Source: an optimization exercise on an open RTL-to-GDS flow (aim: small area). Production flows keep margins and buffers that such runs may drop.
Function was checked by simulation only, so behaviour that the tests miss may differ from the original.
No activity file was given, so power comes from the tool's default toggle rates.

// pipe_core
module pipe_core (
    input  wire        clk,
    input  wire        rst,
    output wire [31:0] imem_addr,
    input  wire [31:0] imem_rdata,
    output wire [4:0]  rf_raddr1,
    output wire [4:0]  rf_raddr2,
    input  wire [31:0] rf_rdata1,
    input  wire [31:0] rf_rdata2,
    output wire        rf_we,
    output wire [4:0]  rf_waddr,
    output wire [31:0] rf_wdata,
    output wire [31:0] dmem_addr,
    output wire        dmem_re,
    output wire        dmem_we,
    output wire [31:0] dmem_wdata,
    input  wire [31:0] dmem_rdata,
    output wire [31:0] pc,
    output wire [31:0] ifid_instr,
    output wire [31:0] idex_instr,
    output wire [31:0] exmem_instr,
    output wire [31:0] memwb_instr
);
    reg [31:2] pc_q;         
    reg [31:0] ifid_q;
    reg [31:0] idex_q;
    reg [31:0] exmem_q;
    reg [31:0] memwb_q;
    reg [31:0] ex_a_q;       
    reg [31:0] ex_b_q;       
    reg [31:0] mem_alu_q;    
    reg [31:0] mem_wd_q;     
    reg [31:0] wb_q;         
    wire [5:0] d_op = ifid_q[31:26];
    wire [4:0] d_rs = ifid_q[25:21];
    wire [4:0] d_rt = ifid_q[20:16];
    wire [5:0] e_op = idex_q[31:26];
    wire       e_rtype = (e_op == 6'h00);
    wire       e_lw    = (e_op == 6'h23);
    wire       e_wr    = e_rtype | e_lw;
    wire [4:0] e_dst   = e_op[0] ? idex_q[20:16] : idex_q[15:11];
    wire [5:0] m_op = exmem_q[31:26];
    wire       m_lw = (m_op == 6'h23);
    wire       m_sw = (m_op == 6'h2B);
    wire       m_wr = (m_op == 6'h00) | m_lw;
    wire [4:0] m_dst = m_op[0] ? exmem_q[20:16] : exmem_q[15:11];
    wire [5:0] w_op = memwb_q[31:26];
    wire       w_wr = (w_op == 6'h00) | (w_op == 6'h23);
    wire [4:0] w_dst = w_op[0] ? memwb_q[20:16] : memwb_q[15:11];
    wire [5:0]  e_fn  = idex_q[5:0];
    wire        e_imm = e_op[5];
    wire [31:0] e_b   = e_imm ? {{16{idex_q[15]}}, idex_q[15:0]} : ex_b_q;
    wire        e_sub = ~e_imm & e_fn[1];
    wire [32:0] e_sum;
    pc_bk_add #(.N(32)) u_alu_add (.a(ex_a_q), .b(e_b ^ {32{e_sub}}), .cin(e_sub), .s(e_sum[31:0]), .cout(e_sum[32]));
    wire        e_lt  = ~e_sum[32];
    wire        e_fok   = e_fn[5] & ~e_fn[4];
    wire        e_addsub = e_imm | (e_fok & e_fn[3:0] == 4'h0) | (e_fok & e_fn[3:0] == 4'h2);
  ...
For scale: roughly 1,700 cells after synthesis, roughly 440 I/O pins.
export LEC_CHECK = 0
export CAP_MARGIN = 20
export CORE_MARGIN = 2
export CORE_UTILIZATION = 60
export SLEW_MARGIN = 20
create_clock -name core_clock -period 5.5 [get_ports {clk}]
standard.sh (not shown) runs the stock make flow with config.mk's settings and CLKGATE_MAP_FILE= SYNTH_SCRIPT=/design/flow/synth_recipe.tcl, a recipe that flattens the netlist after the stock synthesis.
==> flow/flow/run.sh <==
#!/bin/bash
set -euo pipefail
bash standard.sh \
  "BUFFER_PORTS_ARGS=-buffer_cell sky130_fd_sc_hd__buf_1" \
  "CTS_ARGS=-sink_clustering_enable -repair_clock_nets -buf_list sky130_fd_sc_hd__clkbuf_4 -sink_clustering_size 8 -sink_clustering_max_diameter 40 -dont_use_dummy_load" \
  finish > standard.log 2>&1
Rerun with:
==> flow/flow/run.sh (replaced) <==
#!/bin/bash
set -euo pipefail
bash standard.sh \
  "BUFFER_PORTS_ARGS=-buffer_cell sky130_fd_sc_hd__buf_1" \
  "CTS_ARGS=-sink_clustering_enable -repair_clock_nets -buf_list sky130_fd_sc_hd__clkbuf_8 -sink_clustering_size 16 -sink_clustering_max_diameter 70 -dont_use_dummy_load" \
  "RECOVER_POWER=100" \
  finish > standard.log 2>&1
Outcome:
- The new run finished with max-capacitance violations, max-slew violations left
- count of clock-buffer cells in the layout went down by 25
- maximum frequency stays flat
- non-clock buffer count stays the same
- cell count went down by 1.2%
- global-route usage went down by 0.38 points
- wire length went down by 0.48%
- cell area went down by 0.47%
- first-iteration DRC count went down by 17%
- total power went down by 1.0%
Rerun with:
--- a/flow/flow/run.sh
+++ b/flow/flow/run.sh
@@ -5,3 +5,2 @@
   "CTS_ARGS=-sink_clustering_enable -repair_clock_nets -buf_list sky130_fd_sc_hd__clkbuf_8 -sink_clustering_size 16 -sink_clustering_max_diameter 70 -dont_use_dummy_load" \
-  "RECOVER_POWER=100" \
   finish > standard.log 2>&1
Outcome: With this change the flow completed with no timing, DRC or antenna violations; setup slack loses 0.012 ns; utilization goes up by 0.13 points; count of clock-buffer cells in the layout is unchanged; routed wire length stays flat; total power barely changes; critical path depth is unchanged; sequential share of layout area barely changes.
Rerun with:
==> flow/flow/run.sh (replaced) <==
#!/bin/bash
set -euo pipefail
bash standard.sh \
  "BUFFER_PORTS_ARGS=-buffer_cell sky130_fd_sc_hd__buf_1" \
  "CTS_ARGS=-sink_clustering_enable -repair_clock_nets -buf_list sky130_fd_sc_hd__clkbuf_16 -sink_clustering_size 32 -sink_clustering_max_diameter 90 -dont_use_dummy_load" \
  finish > standard.log 2>&1
Effect: Wire length is about the same. Clock power grows by about 8%. Cell count fell by 0.38%. Count of clock-buffer cells in the layout decreases by 9.

pipe_core, a different RTL version from the one above (not shown whole).
For scale: about 1300 cells after synthesis, ~440 I/O pins.
// pipe_core
module pipe_core (
    input  wire        clk,
    input  wire        rst,
    output wire [31:0] imem_addr,
    input  wire [31:0] imem_rdata,
    output wire [4:0]  rf_raddr1,
    output wire [4:0]  rf_raddr2,
    input  wire [31:0] rf_rdata1,
    input  wire [31:0] rf_rdata2,
    output wire        rf_we,
    output wire [4:0]  rf_waddr,
    output wire [31:0] rf_wdata,
    output wire [31:0] dmem_addr,
    output wire        dmem_re,
    output wire        dmem_we,
    output wire [31:0] dmem_wdata,
    input  wire [31:0] dmem_rdata,
    output wire [31:0] pc,
    output wire [31:0] ifid_instr,
    output wire [31:0] idex_instr,
    output wire [31:0] exmem_instr,
    output wire [31:0] memwb_instr
);
clock: 5.5 ns
lec_check: 0
cap_margin: 20
core_margin: 2
core_utilization: 60
slew_margin: 20
synth_hierarchical: 1
==> flow/flow/run.sh <==
#!/bin/bash
set -euo pipefail
here=$(cd "$(dirname "$0")" && pwd)
bash standard.sh \
  "BUFFER_PORTS_ARGS=-buffer_cell sky130_fd_sc_hd__buf_1" \
  "PRE_FLOORPLAN_TCL=$here/downsize.tcl" \
  "CTS_ARGS=-sink_clustering_enable -repair_clock_nets -buf_list sky130_fd_sc_hd__clkbuf_16 -sink_clustering_size 28 -sink_clustering_max_diameter 70 -dont_use_dummy_load" \
  finish > standard.log 2>&1
==> flow/flow/downsize.tcl <==
# Before floorplanning: put every logic cell that synthesis sized up back to
# its smallest drive strength of the same function; repair_design and
# repair_timing later size up only the cells that timing needs. Registers,
# buffers and clock cells are left as they are.
set db [ord::get_db]
set n 0
foreach inst [[ord::get_db_block] getInsts] {
  set m [[$inst getMaster] getName]
  if {![regexp {^(sky130_fd_sc_hd__[a-z0-9]+)_([0-9]+)$} $m -> base sz]} { continue }
  if {$sz eq "0" || $sz eq "1"} { continue }
  if {[regexp {df|dl|buf|clk|conb|tap|fill|decap|diode} $base]} { continue }
  foreach k {1 0} {
    set nm [$db findMaster ${base}_$k]
    if {$nm ne "NULL"} {
      $inst swapMaster $nm
      incr n
      break
    }
  }
}
puts "downsize.tcl: $n cells set to their smallest drive strength"
The baseline ran to the end with no violations.
Change:
==> flow/flow/run.sh (replaced) <==
#!/bin/bash
set -euo pipefail
here=$(cd "$(dirname "$0")" && pwd)
bash standard.sh \
  "BUFFER_PORTS_ARGS=-buffer_cell sky130_fd_sc_hd__buf_1" \
  "PRE_FLOORPLAN_TCL=$here/downsize.tcl" \
  "CTS_ARGS=-sink_clustering_enable -repair_clock_nets -buf_list sky130_fd_sc_hd__clkbuf_8 -sink_clustering_size 20 -sink_clustering_max_diameter 50 -dont_use_dummy_load" \
  finish > standard.log 2>&1
Synthesized cell count stays the same.
Sequential cell count stays the same.
Utilization goes up by 0.14 points.
Global-route usage rose by 0.28 points.
Change:
==> flow/flow/run.sh (replaced) <==
#!/bin/bash
set -euo pipefail
here=$(cd "$(dirname "$0")" && pwd)
bash standard.sh \
  "BUFFER_PORTS_ARGS=-buffer_cell sky130_fd_sc_hd__buf_1" \
  "PRE_FLOORPLAN_TCL=$here/downsize.tcl" \
  "CTS_ARGS=-sink_clustering_enable -repair_clock_nets -buf_list sky130_fd_sc_hd__clkbuf_8 -sink_clustering_size 16 -sink_clustering_max_diameter 70 -dont_use_dummy_load" \
  finish > standard.log 2>&1
Result: First-iteration DRC count falls by 1.3%. Critical path depth stays the same. Clock power is lower by about 10%. Hold slack gets better by 0.0038 ns. Combinational power hardly moves. Die area does not change. Non-clock buffer count increases by 2. Wire length stays flat.
Change:
==> flow/flow/run.sh (replaced) <==
#!/bin/bash
set -euo pipefail
here=$(cd "$(dirname "$0")" && pwd)
bash standard.sh \
  "BUFFER_PORTS_ARGS=-buffer_cell sky130_fd_sc_hd__buf_1" \
  "PRE_FLOORPLAN_TCL=$here/downsize.tcl" \
  "CTS_ARGS=-sink_clustering_enable -repair_clock_nets -buf_list {sky130_fd_sc_hd__clkbuf_4 sky130_fd_sc_hd__clkbuf_8 sky130_fd_sc_hd__clkbuf_16} -sink_clustering_size 16 -sink_clustering_max_diameter 70 -dont_use_dummy_load" \
  finish > standard.log 2>&1
Outcome: Cell area went up slightly. Utilization goes up by 1.1 points. Clock-buffer cell count does not change. Combinational power barely changes. Global-route usage goes up by 0.29 points.

The RTL this note starts from:
==> flow/design.v <==
module pipe_core (
    input  wire        clk,
    input  wire        rst,
    output wire [31:0] imem_addr,
    input  wire [31:0] imem_rdata,
    output wire [4:0]  rf_raddr1,
    output wire [4:0]  rf_raddr2,
    input  wire [31:0] rf_rdata1,
    input  wire [31:0] rf_rdata2,
    output wire        rf_we,
    output wire [4:0]  rf_waddr,
    output wire [31:0] rf_wdata,
    output wire [31:0] dmem_addr,
    output wire        dmem_re,
    output wire        dmem_we,
    output wire [31:0] dmem_wdata,
    input  wire [31:0] dmem_rdata,
    output wire [31:0] pc,
    output wire [31:0] ifid_instr,
    output wire [31:0] idex_instr,
    output wire [31:0] exmem_instr,
    output wire [31:0] memwb_instr
);
    reg [31:2] pc_q;         
    reg [31:0] ifid_q;
    reg [31:0] idex_q;
    reg [31:0] exmem_q;
    reg [31:0] memwb_q;
    reg [31:0] ex_a_q;       
    reg [31:0] ex_b_q;       
    reg [31:0] mem_alu_q;    
    reg [31:0] mem_wd_q;     
    reg [31:0] wb_q;         
    wire [5:0] d_op = ifid_q[31:26];
    wire [4:0] d_rs = ifid_q[25:21];
    wire [4:0] d_rt = ifid_q[20:16];
    wire [5:0] e_op = idex_q[31:26];
    wire       e_rtype = (e_op == 6'h00);
    wire       e_lw    = (e_op == 6'h23);
    wire       e_wr    = e_rtype | e_lw;
    wire [4:0] e_dst   = e_op[0] ? idex_q[20:16] : idex_q[15:11];
    wire [5:0] m_op = exmem_q[31:26];
    wire       m_lw = (m_op == 6'h23);
    wire       m_sw = (m_op == 6'h2B);
    wire       m_wr = (m_op == 6'h00) | m_lw;
    wire [4:0] m_dst = m_op[0] ? exmem_q[20:16] : exmem_q[15:11];
    wire [5:0] w_op = memwb_q[31:26];
    wire       w_wr = (w_op == 6'h00) | (w_op == 6'h23);
    wire [4:0] w_dst = w_op[0] ? memwb_q[20:16] : memwb_q[15:11];
    wire [5:0]  e_fn  = idex_q[5:0];
    wire        e_imm = e_op[5];
    wire [31:0] e_b   = e_imm ? {{16{idex_q[15]}}, idex_q[15:0]} : ex_b_q;
    wire        e_sub = ~e_imm & e_fn[1];
    wire [32:0] e_sum;
    pc_bk_add #(.N(32)) u_alu_add (.a(ex_a_q), .b(e_b ^ {32{e_sub}}), .cin(e_sub), .s(e_sum[31:0]), .cout(e_sum[32]));
    wire        e_lt  = ~e_sum[32];
    wire        e_fok   = e_fn[5] & ~e_fn[4];
    wire        e_addsub = e_imm | (e_fok & e_fn[3:0] == 4'h0) | (e_fok & e_fn[3:0] == 4'h2);
    wire        e_and   = ~e_imm & e_fok & (e_fn[3:0] == 4'h4);
    wire        e_or    = ~e_imm & e_fok & (e_fn[3:0] == 4'h5);
    wire        e_slt   = ~e_imm & e_fok & (e_fn[3:0] == 4'hA);
    wire [31:0] e_res = ({32{e_addsub}} & e_sum[31:0])
                      | ({32{e_and}} & (ex_a_q & ex_b_q))
                      | ({32{e_or}}  & (ex_a_q | ex_b_q))
                      | {31'd0, e_slt & e_lt};
    wire [31:0] m_wb = m_lw ? dmem_rdata : mem_alu_q;
    wire [4:0] f_rs = imem_rdata[25:21];
    wire [4:0] f_rt = imem_rdata[20:16];
    wire [5:0] d_opx = ifid_q[31:26];
    wire       d_wr  = (d_opx == 6'h00) | (d_opx == 6'h23);
    wire [4:0] d_dst = d_opx[0] ? ifid_q[20:16] : ifid_q[15:11];
    reg m_hit_rs, m_hit_rt, e_hit_rs, e_hit_rt;
    always @(posedge clk) begin
        if (rst) begin
            m_hit_rs <= 1'b0;
            m_hit_rt <= 1'b0;
            e_hit_rs <= 1'b0;
            e_hit_rt <= 1'b0;
        end else begin
            m_hit_rs <= e_wr & (e_dst == f_rs) & (|f_rs);
            m_hit_rt <= e_wr & (e_dst == f_rt) & (|f_rt);
            e_hit_rs <= d_wr & (d_dst == f_rs) & (|f_rs);
            e_hit_rt <= d_wr & (d_dst == f_rt) & (|f_rt);
        end
    end
    wire [31:0] d_eq_a = m_hit_rs ? mem_alu_q : rf_rdata1;
    wire [31:0] d_eq_b = m_hit_rt ? mem_alu_q : rf_rdata2;
    wire        d_equal = (d_eq_a == d_eq_b);
    wire a_se = e_hit_rs;
    wire a_sl = ~e_hit_rs & m_hit_rs & m_lw;
    wire a_sc = ~e_hit_rs & m_hit_rs & ~m_lw;
    wire a_sr = ~e_hit_rs & ~m_hit_rs;
    wire b_se = e_hit_rt;
    wire b_sl = ~e_hit_rt & m_hit_rt & m_lw;
    wire b_sc = ~e_hit_rt & m_hit_rt & ~m_lw;
    wire b_sr = ~e_hit_rt & ~m_hit_rt;
    wire [31:0] d_fa = ({32{a_se}} & e_res) | ({32{a_sl}} & dmem_rdata)
                     | ({32{a_sc}} & mem_alu_q) | ({32{a_sr}} & rf_rdata1);
    wire [31:0] d_fb = ({32{b_se}} & e_res) | ({32{b_sl}} & dmem_rdata)
                     | ({32{b_sc}} & mem_alu_q) | ({32{b_sr}} & rf_rdata2);
    wire        d_beq   = (d_op == 6'h04);
    wire        d_j     = (d_op == 6'h02);
    wire        d_taken = d_beq & d_equal;
    wire [15:0] pc_lo = pc_q[17:2];
    wire [13:0] pc_hi = pc_q[31:18];
    wire [15:0] br_lo;
    wire        br_c16;
    pc_bk_add #(.N(16)) u_pc_br (.a(pc_lo), .b(ifid_q[15:0]), .cin(1'b1), .s(br_lo), .cout(br_c16));
    reg  [16:0] lo_run;      
    reg  [13:0] hi_inc;      
    reg  [13:0] hi_dec;      
    integer k;
    always @(*) begin
        lo_run[0] = 1'b1;
        for (k = 0; k < 16; k = k + 1) lo_run[k+1] = lo_run[k] & pc_lo[k];
        hi_inc[0] = 1'b1;
        hi_dec[0] = 1'b1;
        for (k = 0; k < 13; k = k + 1) begin
            hi_inc[k+1] = hi_inc[k] & pc_hi[k];
            hi_dec[k+1] = hi_dec[k] & ~pc_hi[k];
        end
    end
    wire        br_up   = ~ifid_q[15] & br_c16;
    wire        br_down = ifid_q[15] & ~br_c16;
    wire [29:0] d_pc4 = {pc_hi ^ ({14{lo_run[16]}} & hi_inc), pc_lo ^ lo_run[15:0]};
    wire [29:0] d_br  = {pc_hi ^ (({14{br_up}} & hi_inc) | ({14{br_down}} & hi_dec)), br_lo};
    wire [29:0] d_seq   = d_taken ? d_br : d_pc4;
    wire [31:2] d_next  = d_j ? {d_pc4[29:26], ifid_q[25:0]} : d_seq;
    assign imem_addr   = {pc_q, 2'b00};
    assign pc          = {pc_q, 2'b00};
    assign rf_raddr1   = d_rs;
    assign rf_raddr2   = d_rt;
    assign rf_we       = w_wr;
    assign rf_waddr    = w_dst;
    assign rf_wdata    = wb_q;
    assign dmem_addr   = mem_alu_q;
    assign dmem_re     = m_lw;
    assign dmem_we     = m_sw;
    assign dmem_wdata  = mem_wd_q;
    assign ifid_instr  = ifid_q;
    assign idex_instr  = idex_q;
    assign exmem_instr = exmem_q;
    assign memwb_instr = memwb_q;
    always @(posedge clk) begin
        if (rst) begin
            pc_q    <= 30'd0;
            ifid_q  <= 32'd0;
            idex_q  <= 32'd0;
            exmem_q <= 32'd0;
            memwb_q <= 32'd0;
        end else begin
            pc_q    <= d_next;
            ifid_q  <= imem_rdata;
            idex_q  <= ifid_q;
            exmem_q <= idex_q;
            memwb_q <= exmem_q;
        end
    end
    always @(posedge clk) begin
        ex_a_q    <= d_fa;
        ex_b_q    <= d_fb;
        mem_alu_q <= e_res;
        mem_wd_q  <= ex_b_q;
        wb_q      <= m_wb;
    end
endmodule
module pc_bk_add #(parameter N = 32) (
    input  wire [N-1:0] a,
    input  wire [N-1:0] b,
    input  wire         cin,
    output wire [N-1:0] s,
    output wire         cout
);
    localparam integer TOPD = (N > 32) ? 32 : (N > 16) ? 16 : (N > 8) ? 8 : (N > 4) ? 4 : (N > 2) ? 2 : 1;
    reg [N-1:0] g, p;
    reg [N:0]   c;
    integer i, d;
    always @(*) begin
        g = a & b;
        p = a ^ b;
        g[0] = g[0] | (p[0] & cin);
        for (d = 1; d < N; d = d * 2)
            for (i = 2 * d - 1; i < N; i = i + 2 * d) begin
                g[i] = g[i] | (p[i] & g[i-d]);
                p[i] = p[i] & p[i-d];
            end
        for (d = TOPD; d >= 1; d = d / 2)
            for (i = 3 * d - 1; i < N; i = i + 2 * d) begin
                g[i] = g[i] | (p[i] & g[i-d]);
                p[i] = p[i] & p[i-d];
            end
        c[0] = cin;
        for (i = 0; i < N; i = i + 1)
            c[i+1] = g[i];
    end
    assign s    = a ^ b ^ c[N-1:0];
    assign cout = c[N];
endmodule
==> flow/config.mk <==
export PLATFORM = sky130hd
export DESIGN_NAME = pipe_core
export DESIGN_NICKNAME = pipe_core
export VERILOG_FILES = /design/flow/design.v
export SDC_FILE = /design/flow/constraint.sdc
export NUM_CORES = 4
export LEC_CHECK = 0
export CAP_MARGIN = 20
export CORE_MARGIN = 2
export CORE_UTILIZATION = 75
export SLEW_MARGIN = 20
==> flow/constraint.sdc <==
create_clock -name core_clock -period 5.5 [get_ports {clk}]
set_input_delay 1.1000 -clock core_clock [delete_from_list [all_inputs] [get_ports {clk}]]
set_output_delay 1.1000 -clock core_clock [all_outputs]
set_load 0.01 [all_outputs]
==> flow/flow/run.sh <==
#!/bin/bash
set -euo pipefail
bash standard.sh \
  "BUFFER_PORTS_ARGS=-buffer_cell sky130_fd_sc_hd__buf_1" \
  "CTS_ARGS=-sink_clustering_enable -repair_clock_nets -buf_list sky130_fd_sc_hd__clkbuf_8 -sink_clustering_size 16 -sink_clustering_max_diameter 70 -dont_use_dummy_load" \
  finish > standard.log 2>&1
Then changed:
==> flow/flow/run.sh (replaced) <==
#!/bin/bash
set -euo pipefail
bash standard.sh \
  "BUFFER_PORTS_ARGS=-buffer_cell sky130_fd_sc_hd__buf_1" \
  "CTS_ARGS=-sink_clustering_enable -repair_clock_nets -buf_list sky130_fd_sc_hd__clkbuf_8 -sink_clustering_size 12 -sink_clustering_max_diameter 60 -dont_use_dummy_load" \
  finish > standard.log 2>&1
Settings changed: CORE_UTILIZATION 75 to 70.
Outcome:
- The new run finished with timing, DRC and antenna clean
- clock-buffer cell count rose by 10
- power went up by 3.4%
- clock power rises by about 20%
- worst setup slack gains 0.014 ns
- routed wire length shrinks by 6.8%
Then changed:
==> flow/flow/run.sh (replaced) <==
#!/bin/bash
set -euo pipefail
bash standard.sh \
  "BUFFER_PORTS_ARGS=-buffer_cell sky130_fd_sc_hd__buf_1" \
  "CTS_ARGS=-sink_clustering_enable -repair_clock_nets -buf_list sky130_fd_sc_hd__clkbuf_8 -sink_clustering_size 20 -sink_clustering_max_diameter 60 -dont_use_dummy_load" \
  finish > standard.log 2>&1
Settings changed: CORE_UTILIZATION 70 to 60.
Result: The new run finished clean. Non-clock buffer count rises by 3. Area after synthesis does not change. Final cell count rises by 2.0%. Power falls by 3.1%. Count of clock-buffer cells in the layout falls by 7.

==> separate check: timing with driven ports <==
The results above use ideal ports. As a check the final layouts listed here were re-extracted and re-timed, cells and wires unchanged. Step 1 (the two cells are an assumption about what drives the block):
set clk [get_ports {clk}]
set_driving_cell -lib_cell sky130_fd_sc_hd__clkbuf_16 $clk
set_driving_cell -lib_cell sky130_fd_sc_hd__buf_2 [delete_from_list [all_inputs] $clk]
Step 2 also shifts input and output timing later by t, the mid clock arrival at the registers, as if the neighbouring blocks saw the same clock. Slacks: ideal ports / drivers / drivers and shift; pairs: ideal ports / drivers.
run	t (ns)	setup WS [ns]	cell pins on the clock port's net
the first run of note 1	0.717	0.565 / 0.565 / 0.565	1
the second run of note 1	0.602	0.552 / 0.552 / 0.060	1
the third run of note 1	0.602	0.540 / 0.540 / 0.540	1
the fourth run of note 1	0.537	0.533 / 0.533 / 0.533	1
the first run of note 2	0.540	0.658 / 0.658 / 0.658	1
the second run of note 2	0.631	0.743 / 0.743 / 0.698	1
the third run of note 2	0.590	0.675 / 0.675 / 0.675	1
the fourth run of note 2	0.562	0.671 / 0.671 / 0.671	1
the first run of note 3	0.595	0.410 / 0.410 / 0.410	1
the second run of note 3	0.567	0.424 / 0.424 / 0.424	1
the third run of note 3	0.621	0.463 / 0.463 / 0.463	1
For the second run of note 1, which loses most, drivers alone change the setup slack by 0.000 ns; drivers and shift together by -0.492 ns.
